This design comes from an exercise in tuning for small area, a short achievable clock period and few clock cycles per item on the open sky130 flow, not from production work. Power is estimated from default activity; no workload was simulated.

## main
==> flow/design.v <==
module mesi_engine (
    input  wire        clk,
    input  wire        rst,             
    input  wire        req_valid,
    output wire        req_ready,
    input  wire [1:0]  req_core,
    input  wire        req_write,       
    input  wire [31:0] req_addr,
    output reg         rsp_valid,
    output reg         rsp_hit,
    output reg  [1:0]  rsp_state,       
    output reg         rsp_evict,       
    output reg         rsp_writeback,   
    output reg  [31:0] rsp_victim_addr, 
    output reg         rsp_upgrade,     
    output reg         rsp_provided,    
    output reg  [1:0]  rsp_source,      
    output reg         rsp_snoop_wb,    
    output reg  [1:0]  rsp_inval,       
    output reg  [7:0]  rsp_stall        
);
    localparam TAG_W = 26;
    localparam [1:0] ST_I = 2'b00, ST_S = 2'b01, ST_E = 2'b10, ST_M = 2'b11;
    assign req_ready = 1'b1;
    reg [TAG_W-1:0] tag_q   [0:63];
    reg [1:0]       state_q [0:63];
    reg [5:0]       lru_q   [0:15];
    reg             lw_v;
    reg [1:0]       lw_c;
    reg [1:0]       lw_s;
    reg [1:0]       lw_w;
    reg [TAG_W-1:0] lw_t;
    reg             v1;
    reg [1:0]       c1;
    reg             w1;
    reg [TAG_W-1:0] t1;
    reg [1:0]       s1;
    always @(posedge clk) begin
        v1 <= !rst && req_valid;
        c1 <= req_core;
        w1 <= req_write;
        t1 <= req_addr[31:6];
        s1 <= req_addr[5:4];
    end
    reg             v2;
    reg [1:0]       c2;
    reg             w2;
    reg [TAG_W-1:0] t2;
    reg [1:0]       s2;
    reg [15:0]      m2;         
    reg [TAG_W-1:0] own2 [0:3]; 
    reg             ss2;        
    reg [3:0]       c2oh;       
    reg             st2;        
    reg [1:0]       sq2  [0:15]; 
    reg [5:0]       lq2  [0:3];  
    reg [TAG_W-1:0] lt [0:15];
    integer i;
    always @* begin
        for (i = 0; i < 16; i = i + 1)
            lt[i] = tag_q[{i[3:2], s1, i[1:0]}];
    end
    always @(posedge clk) begin
        v2  <= !rst && v1;
        c2  <= c1;
        w2  <= w1;
        t2  <= t1;
        s2  <= s1;
        for (i = 0; i < 16; i = i + 1)
            m2[i] <= (lw_v && lw_s == s1 && lw_c == i[3:2] && lw_w == i[1:0]) ?
                     (lw_t == t1) : (lt[i] == t1);
        for (i = 0; i < 4; i = i + 1)
            own2[i] <= lt[{c1, i[1:0]}];
        ss2 <= (s1 == s2);
        c2oh <= 4'b0001 << c1;
        st2 <= (t1 == t2);
    end
    reg [1:0]  st   [0:15];    
    reg [15:0] vm;             
    reg [1:0]  pst  [0:3];     
    reg        hit;
    reg [1:0]  hit_way;
    reg [1:0]  hit_state;
    reg        found_inv;
    reg [1:0]  victim;
    reg [1:0]  victim_state;
    reg [5:0]  lru;
    reg [3:0]  vic [0:3];
    reg [3:0]  vic_oh;
    reg [TAG_W-1:0] vtag;
    reg        provided;
    reg [1:0]  source;
    reg        snoop_wb;
    reg [1:0]  copies;
    reg [1:0]  new_state;
    reg [1:0]  touch_way;
    reg [7:0]  stall;
    reg        upgrade;
    reg [1:0]  nst  [0:15];    
    reg [5:0]  nlru;
    integer c, w;
    always @* begin
        for (i = 0; i < 16; i = i + 1) begin
            st[i] = sq2[i];
            vm[i] = (st[i] != ST_I) &&
                    ((lw_v && ss2 && lw_c == i[3:2] && lw_w == i[1:0]) ? st2 : m2[i]);
        end
        for (c = 0; c < 4; c = c + 1) begin
            pst[c] = ST_I;
            for (w = 0; w < 4; w = w + 1)
                if (vm[c*4+w])
                    pst[c] = pst[c] | st[c*4+w];
        end
        hit       = 1'b0;
        hit_way   = 2'd0;
        for (w = 0; w < 4; w = w + 1)
            if (vm[{c2, w[1:0]}]) begin
                hit     = 1'b1;
                hit_way = hit_way | w[1:0];
            end
        hit_state = pst[c2];
        for (c = 0; c < 4; c = c + 1) begin
            lru = lq2[c];
            if (st[c*4+0] == ST_I)      vic[c] = 4'b0001;
            else if (st[c*4+1] == ST_I) vic[c] = 4'b0010;
            else if (st[c*4+2] == ST_I) vic[c] = 4'b0100;
            else if (st[c*4+3] == ST_I) vic[c] = 4'b1000;
            else vic[c] = {lru[2] & lru[4] & lru[5],
                           lru[1] & lru[3] & !lru[5],
                           lru[0] & !lru[3] & !lru[4],
                           !lru[0] & !lru[1] & !lru[2]};
        end
        vic_oh = 4'b0000;
        for (c = 0; c < 4; c = c + 1)
            if (c2oh[c]) vic_oh = vic_oh | vic[c];
        victim = {vic_oh[3] | vic_oh[2], vic_oh[3] | vic_oh[1]};
        victim_state = ST_I;
        vtag = {TAG_W{1'b0}};
        for (w = 0; w < 4; w = w + 1)
            if (vic_oh[w]) begin
                victim_state = victim_state | st[{c2, w[1:0]}];
                vtag = vtag | own2[w];
            end
        lru = 6'd0;
        for (c = 0; c < 4; c = c + 1)
            if (c2oh[c]) lru = lru | lq2[c];
        provided = 1'b0;
        source   = 2'd0;
        snoop_wb = 1'b0;
        copies   = 2'd0;
        if (!hit) begin
            for (c = 0; c < 4; c = c + 1) begin
                if (c != c2 && pst[c] != ST_I) begin
                    copies = copies + 2'd1;
                    if (pst[c] == ST_M)
                        snoop_wb = 1'b1;
                    if (!provided && (!w2 || pst[c] == ST_M)) begin
                        provided = 1'b1;
                        source   = c[1:0];
                    end
                end
            end
        end
        upgrade = hit && w2 && hit_state == ST_S;
        if (hit) begin
            new_state = w2 ? ST_M : hit_state;
            touch_way = hit_way;
            stall     = 8'd0;
        end else begin
            new_state = w2 ? ST_M : (provided ? ST_S : ST_E);
            touch_way = victim;
            stall     = (victim_state == ST_M ? 8'd100 : 8'd0) +
                        (provided ? 8'd8 : 8'd100);
        end
        for (i = 0; i < 16; i = i + 1) begin
            nst[i] = st[i];
            if (i[3:2] == c2) begin
                if (i[1:0] == touch_way)
                    nst[i] = new_state;
            end else if (vm[i]) begin
                if (!hit)
                    nst[i] = w2 ? ST_I : ST_S;    
                else if (upgrade)
                    nst[i] = ST_I;                
            end
        end
        nlru = lru;
        case (touch_way)
            2'd0: begin nlru[0] = 1'b1; nlru[1] = 1'b1; nlru[2] = 1'b1; end
            2'd1: begin nlru[0] = 1'b0; nlru[3] = 1'b1; nlru[4] = 1'b1; end
            2'd2: begin nlru[1] = 1'b0; nlru[3] = 1'b0; nlru[5] = 1'b1; end
            default: begin nlru[2] = 1'b0; nlru[4] = 1'b0; nlru[5] = 1'b0; end
        endcase
    end
    integer l;
    always @(posedge clk) begin
        if (rst) begin
            for (l = 0; l < 64; l = l + 1)
                state_q[l] <= ST_I;
        end else if (v2) begin
            for (i = 0; i < 16; i = i + 1)
                state_q[{i[3:2], s2, i[1:0]}] <= nst[i];
        end
        if (v2) begin
            lru_q[{c2, s2}] <= nlru;
        end
        lw_v <= !rst && v2 && !hit;
        lw_c <= c2;
        lw_s <= s2;
        lw_w <= victim;
        lw_t <= t2;
        if (lw_v)
            tag_q[{lw_c, lw_s, lw_w}] <= lw_t;
        rsp_valid       <= !rst && v2;
        rsp_hit         <= hit;
        rsp_state       <= new_state;
        rsp_evict       <= !hit && victim_state != ST_I;
        rsp_writeback   <= !hit && victim_state == ST_M;
        rsp_victim_addr <= {vtag, s2, 4'b0000};
        rsp_upgrade     <= upgrade;
        rsp_provided    <= provided;
        rsp_source      <= source;
        rsp_snoop_wb    <= snoop_wb;
        rsp_inval       <= hit ? {1'b0, upgrade} : (w2 ? copies : 2'd0);
        rsp_stall       <= stall;
    end
    always @(posedge clk) begin
        for (i = 0; i < 16; i = i + 1)
            sq2[i] <= (v2 && s1 == s2) ? nst[i] : state_q[{i[3:2], s1, i[1:0]}];
        for (c = 0; c < 4; c = c + 1)
            lq2[c] <= (v2 && s1 == s2 && c2 == c[1:0]) ? nlru : lru_q[{c[1:0], s1}];
    end
endmodule
Settings: LEC_CHECK=0, CAP_MARGIN=20, CORE_MARGIN=2, CORE_UTILIZATION=40, SLEW_MARGIN=20; clock period 12.0 ns.
standard.sh (not shown) runs the stock make flow with config.mk's settings and CLKGATE_MAP_FILE= SYNTH_SCRIPT=/design/flow/synth_recipe.tcl, a recipe that flattens the netlist after the stock synthesis.
==> flow/flow/run.sh <==
#!/bin/bash
# Standard synthesis, then the standard layout steps with a tighter setup
# target for the resizer's timing repair (the SDC is unchanged).
set -euo pipefail
bash standard.sh synth > synth.log 2>&1
bash standard.sh SETUP_SLACK_MARGIN=8.5 finish > layout.log 2>&1
main completed; timing, DRC and antenna clean
#### Input delta (the feature branch over main)
diff --git a/flow/design.v b/flow/design.v
--- a/flow/design.v
+++ b/flow/design.v
@@ -22,9 +22,9 @@
     localparam TAG_W = 26;
     localparam [1:0] ST_I = 2'b00, ST_S = 2'b01, ST_E = 2'b10, ST_M = 2'b11;
     assign req_ready = 1'b1;
-    reg [TAG_W-1:0] tag_q   [0:63];
-    reg [1:0]       state_q [0:63];
-    reg [5:0]       lru_q   [0:15];
+    reg [TAG_W*64-1:0] tag_q;
+    reg [2*64-1:0]     state_q;
+    reg [6*16-1:0]     lru_q;
     reg             lw_v;
     reg [1:0]       lw_c;
     reg [1:0]       lw_s;
@@ -55,10 +55,15 @@
     reg [1:0]       sq2  [0:15]; 
     reg [5:0]       lq2  [0:3];  
     reg [TAG_W-1:0] lt [0:15];
-    integer i;
+    integer i, k;
     always @* begin
         for (i = 0; i < 16; i = i + 1)
-            lt[i] = tag_q[{i[3:2], s1, i[1:0]}];
+        begin
+            lt[i] = {TAG_W{1'b0}};
+            for (k = 0; k < 4; k = k + 1)
+                if (s1 == k[1:0])
+                    lt[i] = tag_q[{i[3:2], k[1:0], i[1:0]}*TAG_W +: TAG_W];
+        end
     end
     always @(posedge clk) begin
         v2  <= !rst && v1;
@@ -196,13 +201,17 @@
     always @(posedge clk) begin
         if (rst) begin
             for (l = 0; l < 64; l = l + 1)
-                state_q[l] <= ST_I;
+                state_q[l*2 +: 2] <= ST_I;
         end else if (v2) begin
             for (i = 0; i < 16; i = i + 1)
-                state_q[{i[3:2], s2, i[1:0]}] <= nst[i];
+                for (k = 0; k < 4; k = k + 1)
+                    if (s2 == k[1:0])
+                        state_q[{i[3:2], k[1:0], i[1:0]}*2 +: 2] <= nst[i];
         end
         if (v2) begin
-            lru_q[{c2, s2}] <= nlru;
+            for (k = 0; k < 16; k = k + 1)
+                if ({c2, s2} == k[3:0])
+                    lru_q[k*6 +: 6] <= nlru;
         end
         lw_v <= !rst && v2 && !hit;
         lw_c <= c2;
@@ -210,7 +219,9 @@
         lw_w <= victim;
         lw_t <= t2;
         if (lw_v)
-            tag_q[{lw_c, lw_s, lw_w}] <= lw_t;
+            for (k = 0; k < 64; k = k + 1)
+                if ({lw_c, lw_s, lw_w} == k[5:0])
+                    tag_q[k*TAG_W +: TAG_W] <= lw_t;
         rsp_valid       <= !rst && v2;
         rsp_hit         <= hit;
         rsp_state       <= new_state;
@@ -224,10 +235,26 @@
         rsp_inval       <= hit ? {1'b0, upgrade} : (w2 ? copies : 2'd0);
         rsp_stall       <= stall;
     end
+    reg [1:0] sr [0:15];
+    reg [5:0] lr [0:3];
+    always @* begin
+        for (i = 0; i < 16; i = i + 1) begin
+            sr[i] = ST_I;
+            for (k = 0; k < 4; k = k + 1)
+                if (s1 == k[1:0])
+                    sr[i] = state_q[{i[3:2], k[1:0], i[1:0]}*2 +: 2];
+        end
+        for (c = 0; c < 4; c = c + 1) begin
+            lr[c] = 6'd0;
+            for (k = 0; k < 4; k = k + 1)
+                if (s1 == k[1:0])
+                    lr[c] = lru_q[{c[1:0], k[1:0]}*6 +: 6];
+        end
+    end
     always @(posedge clk) begin
         for (i = 0; i < 16; i = i + 1)
-            sq2[i] <= (v2 && s1 == s2) ? nst[i] : state_q[{i[3:2], s1, i[1:0]}];
+            sq2[i] <= (v2 && s1 == s2) ? nst[i] : sr[i];
         for (c = 0; c < 4; c = c + 1)
-            lq2[c] <= (v2 && s1 == s2 && c2 == c[1:0]) ? nlru : lru_q[{c[1:0], s1}];
+            lq2[c] <= (v2 && s1 == s2 && c2 == c[1:0]) ? nlru : lr[c];
     end
 endmodule
==> run summary <==
Relative to main, the maximum number of pins on one net before global-route repair measured on the feature branch has increased by more than a quarter.
The feature branch vs main, cell at the slowest stage of the critical path: sky130_fd_sc_hd__mux4_2 vs sky130_fd_sc_hd__or4_4
Delta (the feature branch minus main): final clock period utilization by the worst path -1.1 points, die area rose 0.92%.
When the feature branch is measured against main, its portion of total power attributed to the clock network turns out 1.7 points higher.
Compared with main, in the feature branch required time of the critical path up 140 ps; final routed wirelength across all metal layers increased by 7600 µm relative to the old numbers; signed area change from the synthesized netlist to the final layout down 0.99 points.
Compared with main, the feature branch shows a post-synthesis cell type count that is 12 higher.
No functional check of the RTL was part of any run of this note.

==> separate check: timing with driven ports <==
Ports are ideal in the flow. The routed layouts listed here were re-timed in OpenROAD. Step 1 assumes that a clkbuf_16 drives the clock port and a buf_2 every other input. Step 2, shift: input delay + t, output delay - t, t = (earliest + latest rising clock arrival at the registers) / 2. This alone moves slack from input paths to output paths. Three values: no drivers, after step 1, after step 2; two values: the first two.
run	t (ns)	setup slack, ns	worst setup path at the end	clock arrival spread, ns
main	0.931	8.005 / 8.005 / 7.400	input to register	0.119 / 0.118
the feature branch	0.927	8.133 / 8.133 / 7.862	input to register	0.090 / 0.090
After both steps setup and hold are still met in every run listed. For main, which loses most, drivers alone change the setup slack by 0.000 ns; drivers and shift together by -0.605 ns.
